Context: an optimization exercise on an open-source flow, tuned for small area, a short achievable clock period and few clock cycles. The choices shown serve that exercise and are no tape-out recipe. RTL that was checked went through simulation tests only; none was proved equivalent to the original. Power figures rest on the tool's default switching activity, not on a simulated workload.

==> flow/design.v (excerpt) <==
module x86rs_mmu #(
    parameter NT = 8,       
    parameter N2 = 8        
) (
    input  wire        clk,
    input  wire        rst,             
    input  wire        req_valid,
    output reg         req_ready,
    input  wire [1:0]  req_op,          
    input  wire [1:0]  req_kind,        
    input  wire        req_user,        
    input  wire [63:0] req_opa,
    output reg         resp_valid,
    output reg  [1:0]  resp_status,     
    output wire [51:0] resp_pa,
    output reg         mem_req,
    output wire [51:3] mem_addr,
    input  wire        mem_gnt,
    input  wire        mem_rvalid,
    input  wire [63:0] mem_rdata
);
export LEC_CHECK = 0
export ABC_CLOCK_PERIOD_IN_PS = 3000
export CAP_MARGIN = 20
export CORE_MARGIN = 2
export CORE_UTILIZATION = 55
export CTS_CLUSTER_DIAMETER = 60
export CTS_CLUSTER_SIZE = 24
export PLACE_DENSITY = 0.7
export SETUP_SLACK_MARGIN = 5
export SLEW_MARGIN = 20
create_clock -name core_clock -period 8.0 [get_ports {clk}]
standard.sh (not shown) runs the stock make flow with config.mk's settings and CLKGATE_MAP_FILE= SYNTH_SCRIPT=/design/flow/synth_recipe.tcl, a recipe that flattens the netlist after the stock synthesis.
==> flow/flow/run.sh <==
#!/bin/bash
# The standard layout, with the port buffers made of buf_4 cells instead of
# the buffer that buffer_ports picks by default. Everything else is the standard flow's
# standard flow (standard.sh), whose full output goes to standard.log.
set -o pipefail
export BUFFER_PORTS_ARGS="-buffer_cell sky130_fd_sc_hd__buf_4"
bash standard.sh > standard.log 2>&1
Then changed:
- ABC_AREA: default -> 1
Result: The new run passed the timing, design-rule and antenna checks; clock power climbs by 13%; synthesized cell count climbs by 34%; utilization climbs by 0.20 points; setup slack gains 32 ps; clock skew drops by 5.8 ps; non-clock buffer count climbs by 17; wire length climbs by 8.8%; area after synthesis climbs by 4.0%; worst hold slack loses 44 ps; critical path depth drops by 7.
Then changed:
==> flow/run.sh (new file) <==
#!/bin/bash
# synth_recipe.tcl (not shown) runs the flow's synth.tcl, then flattens the netlist and writes it again
# the make line also repeats each setting of config.mk as NAME=value (left out here)
make -C /OpenROAD-flow-scripts/flow DESIGN_CONFIG=/design/flow/config.mk WORK_HOME=/design/flow/orfs CLKGATE_MAP_FILE= SYNTH_SCRIPT=/design/flow/synth_recipe.tcl finish
- ABC_AREA: 1 -> default
removed: flow/flow/run.sh
removed: flow/standard.sh
=> The new run finished clean; global-route usage went down by 0.75 points; total power went down by 2.0%; final area went down by 2.0%; non-clock buffer count went up by 45; cell count went down by 18%; worst setup slack loses 60 ps.
No functional check of the RTL was part of any run of this note.

Setup of before:
x86rs_mmu, a different RTL version from the one above (not shown whole).
For scale: roughly 1,100 flip-flops, ~45,000 µm² of cells after synthesis.
// x86rs_mmu
module x86rs_mmu #(
    parameter NT = 8,       
    parameter N2 = 6        
) (
    input  wire        clk,
    input  wire        rst,             
    input  wire        req_valid,
    output reg         req_ready,
    input  wire [1:0]  req_op,          
    input  wire [1:0]  req_kind,        
    input  wire        req_user,        
    input  wire [63:0] req_opa,
    output reg         resp_valid,
    output reg  [1:0]  resp_status,     
    output wire [51:0] resp_pa,
    output reg         mem_req,
    output wire [51:3] mem_addr,
    input  wire        mem_gnt,
    input  wire        mem_rvalid,
    input  wire [63:0] mem_rdata
);
clock: 8.0 ns
lec_check: 0
abc_clock_period_in_ps: 3000
cap_margin: 20
core_margin: 2
core_utilization: 65
cts_cluster_diameter: 60
cts_cluster_size: 24
place_density: 0.8
setup_slack_margin: 5
slew_margin: 20
==> flow/flow/run.sh <==
#!/bin/bash
# The standard layout, with the port buffers made of buf_4 cells instead of
# the buffer that buffer_ports picks by default. Everything else is the standard flow's
# standard flow (standard.sh), whose full output goes to standard.log.
set -o pipefail
export BUFFER_PORTS_ARGS="-buffer_cell sky130_fd_sc_hd__buf_4"
bash standard.sh > standard.log 2>&1
Testbench counts of before, summed over its fixed seeds: cycles 190,346.
Input-level comparison between after and before:
Settings: PLACE_DENSITY now 0.7, was 0.8; CORE_UTILIZATION now 55, was 65.
Notes after the runs:
Comparing after and before, proportion of cell area spent on the clock network is lower on before. Going from before to after, the hold slack was found to have gone up by 0.016 ns. Going from before to after, number of non-clock buffers shrinks by 5. For floorplan core area, dividing the value from after by the value from before gives 1.18. Arrival time of data at the critical path endpoint | after below before. after ended with every stage complete and zero timing, DRC or antenna violations. before reached the end of the flow, and the finished layout is clean on the timing, design-rule and antenna checks. In the flow results for after and before, the number of design-rule violations left by the first detailed-router iteration is smaller on after. Diff before -> after | vertical extent of the die | up by a little under 10%. Taking before as the reference point, the post-CTS setup-driven buffer insertion count of after falls by 3.

x86rs_mmu, a different RTL version from the one above (not shown whole).
For scale: about 3200 cells after synthesis, ~1300 flip-flops, roughly 240 I/O pins.
clock: 8.0 ns
lec_check: 0
abc_clock_period_in_ps: 3500
cap_margin: 20
core_margin: 2
core_utilization: 40
setup_slack_margin: 4.4
slew_margin: 20
run.sh (not shown) runs the stock make flow with config.mk's settings and CLKGATE_MAP_FILE= SYNTH_SCRIPT=/design/flow/synth_recipe.tcl, a recipe that flattens the netlist after the stock synthesis.
Stock flow here: none of the scripts above is used.
The starting point completed with no timing, DRC or antenna violations.
Rerun with:
ABC_CLOCK_PERIOD_IN_PS = 3000   (was 3500)
SETUP_SLACK_MARGIN = 5   (was 4.4)
Clock power is about the same.
Utilization increases by 2.8 points.
Non-clock buffer count is higher by 129.
Final area came out higher by 5.6%.
Maximum frequency drops by 2.8%.
No run of this note included a check of the RTL's function; only the layout flow was run.

== the previous run ==
Another version of the RTL of x86rs_mmu (not shown whole).
Size in the first run: about 3100 cells after synthesis, about 1200 flip-flops, about 49000 um2 of cells after synthesis.
clock: 8.0 ns
lec_check: 0
abc_clock_period_in_ps: 3000
cap_margin: 20
core_margin: 2
core_utilization: 55
cts_cluster_diameter: 80
cts_cluster_size: 30
place_density: 0.7
setup_slack_margin: 5
slew_margin: 20
Having completed the whole flow, the previous run delivered a layout that passed the timing, design-rule and antenna checks.
Testbench counts of the previous run, summed over its fixed seeds: cycles 179,335.
Relative to the previous run, the following input files were edited for the current run:
# the previous run
export LEC_CHECK = 0
export ABC_CLOCK_PERIOD_IN_PS = 3000
export CAP_MARGIN = 20
export CORE_MARGIN = 2
export CORE_UTILIZATION = 55
export CTS_CLUSTER_DIAMETER = 80
export CTS_CLUSTER_SIZE = 30
export PLACE_DENSITY = 0.7
export SETUP_SLACK_MARGIN = 5
export SLEW_MARGIN = 20
create_clock -name core_clock -period 8.0 [get_ports {clk}]
# the current run
export LEC_CHECK = 0
export ABC_CLOCK_PERIOD_IN_PS = 3000
export CAP_MARGIN = 20
export CORE_MARGIN = 2
export CORE_UTILIZATION = 40
export SETUP_SLACK_MARGIN = 5
export SLEW_MARGIN = 20
create_clock -name core_clock -period 8.0 [get_ports {clk}]
The current run vs the previous run — overall routed net length rose about 8%.
Per the comparison of the current run with the previous run, cell count picked up an extra 587, combinational power share decreased 0.7 points, critical path data arrival time moved up.
Against the previous run, the current run comes in 19 higher on standard-cell row count.
Relative area change from synthesis to final layout delta for the current run relative to the previous run: 4.8 points higher

orange:
Another version of the RTL of x86rs_mmu (not shown whole).
For scale: about 3,000 cells after synthesis, about 1,200 flip-flops, ~48,000 sq um of cells after synthesis.
==> flow/design.v (excerpt) <==
module x86rs_mmu #(
    parameter NT = 8,       
    parameter N2 = 8        
) (
    input  wire        clk,
    input  wire        rst,             
    input  wire        req_valid,
    output reg         req_ready,
    input  wire [1:0]  req_op,          
    input  wire [1:0]  req_kind,        
    input  wire        req_user,        
    input  wire [63:0] req_opa,
    output reg         resp_valid,
    output reg  [1:0]  resp_status,     
    output wire [51:0] resp_pa,
    output reg         mem_req,
    output wire [51:3] mem_addr,
    input  wire        mem_gnt,
    input  wire        mem_rvalid,
    input  wire [63:0] mem_rdata
);
clock: 8.0 ns
lec_check: 0
abc_clock_period_in_ps: 3000
cap_margin: 20
core_margin: 2
core_utilization: 55
cts_cluster_diameter: 60
cts_cluster_size: 24
place_density: 0.7
setup_slack_margin: 5
slew_margin: 20
standard.sh (not shown) runs the stock make flow with config.mk's settings and CLKGATE_MAP_FILE= SYNTH_SCRIPT=/design/flow/synth_recipe.tcl, a recipe that flattens the netlist after the stock synthesis.
Scripts as last shown in full above: flow/flow/run.sh
orange: flow completed, timing, DRC and antenna clean
Testbench counts of orange, summed over its fixed seeds: cycles 180,076.
## Diff of input files: blue against orange
==> flow/run.sh (new file) <==
#!/bin/bash
# synth_recipe.tcl (not shown) runs the flow's synth.tcl, then flattens the netlist and writes it again
# the make line also repeats each setting of config.mk as NAME=value (left out here)
make -C /OpenROAD-flow-scripts/flow DESIGN_CONFIG=/design/flow/config.mk WORK_HOME=/design/flow/orfs CLKGATE_MAP_FILE= SYNTH_SCRIPT=/design/flow/synth_recipe.tcl finish
removed: flow/flow/run.sh
removed: flow/standard.sh
==> comparison <==
- orange -> blue: worst hold-check slack flat
- Cell area | blue vs orange | blue larger
- blue ended with more share of the clock period used by the worst path after layout than orange.
- blue ran to completion and came out clean on the timing, design-rule and antenna checks.
- Looking at start point of the critical path, the fb[13] result is from orange; the fb[21] one comes from blue.

[port drivers added, routing unchanged]
How much do the figures lean on ideal ports? The routed layouts below were timed once more, with nothing changed but the port constraints. Step 1 sets driving cells, clkbuf_16 on the clock port and buf_2 on the other inputs (assumed; they add their load-dependent delay and slew). Step 2 adds t to the input delays and takes it off the output delays; t is the mean of the earliest and latest rising clock arrival at the registers after step 1. Input paths then give back, and output paths get back, about the clock's delay inside the block. a / b / c = no drivers / after step 1 / after step 2; a / b = the first two.
| run | shift t [ns] | setup slack, ns | clock arrival spread, ns |
|---|---|---|---|
| the first run of note 1 | 0.738 | 4.928 / 4.928 / 4.480 | 0.041 / 0.041 |
| the second run of note 1 | 0.752 | 4.960 / 4.889 / 4.412 | 0.041 / 0.041 |
| the third run of note 1 | 0.740 | 4.900 / 4.831 / 4.328 | 0.041 / 0.041 |
| before | 0.732 | 4.948 / 4.882 / 4.289 | 0.046 / 0.045 |
| after | 0.710 | 4.982 / 4.918 / 4.327 | 0.027 / 0.027 |
| the first run of note 3 | 0.814 | 4.269 / 4.271 / 3.458 | 0.055 / 0.055 |
| the second run of note 3 | 0.825 | 4.161 / 4.190 / 3.365 | 0.043 / 0.042 |
| the previous run | 0.712 | 4.761 / 4.761 / 4.316 | 0.054 / 0.054 |
| the current run | 0.813 | 4.736 / 4.680 / 3.867 | 0.046 / 0.046 |
| orange | 0.718 | 4.969 / 4.903 / 4.393 | 0.045 / 0.045 |
| blue | 0.722 | 4.911 / 4.841 / 4.309 | 0.037 / 0.037 |
After both steps every run listed still meets setup and hold. The setup slack of the current run, which loses most, moves by -0.056 ns with the drivers and by -0.869 ns with both steps.
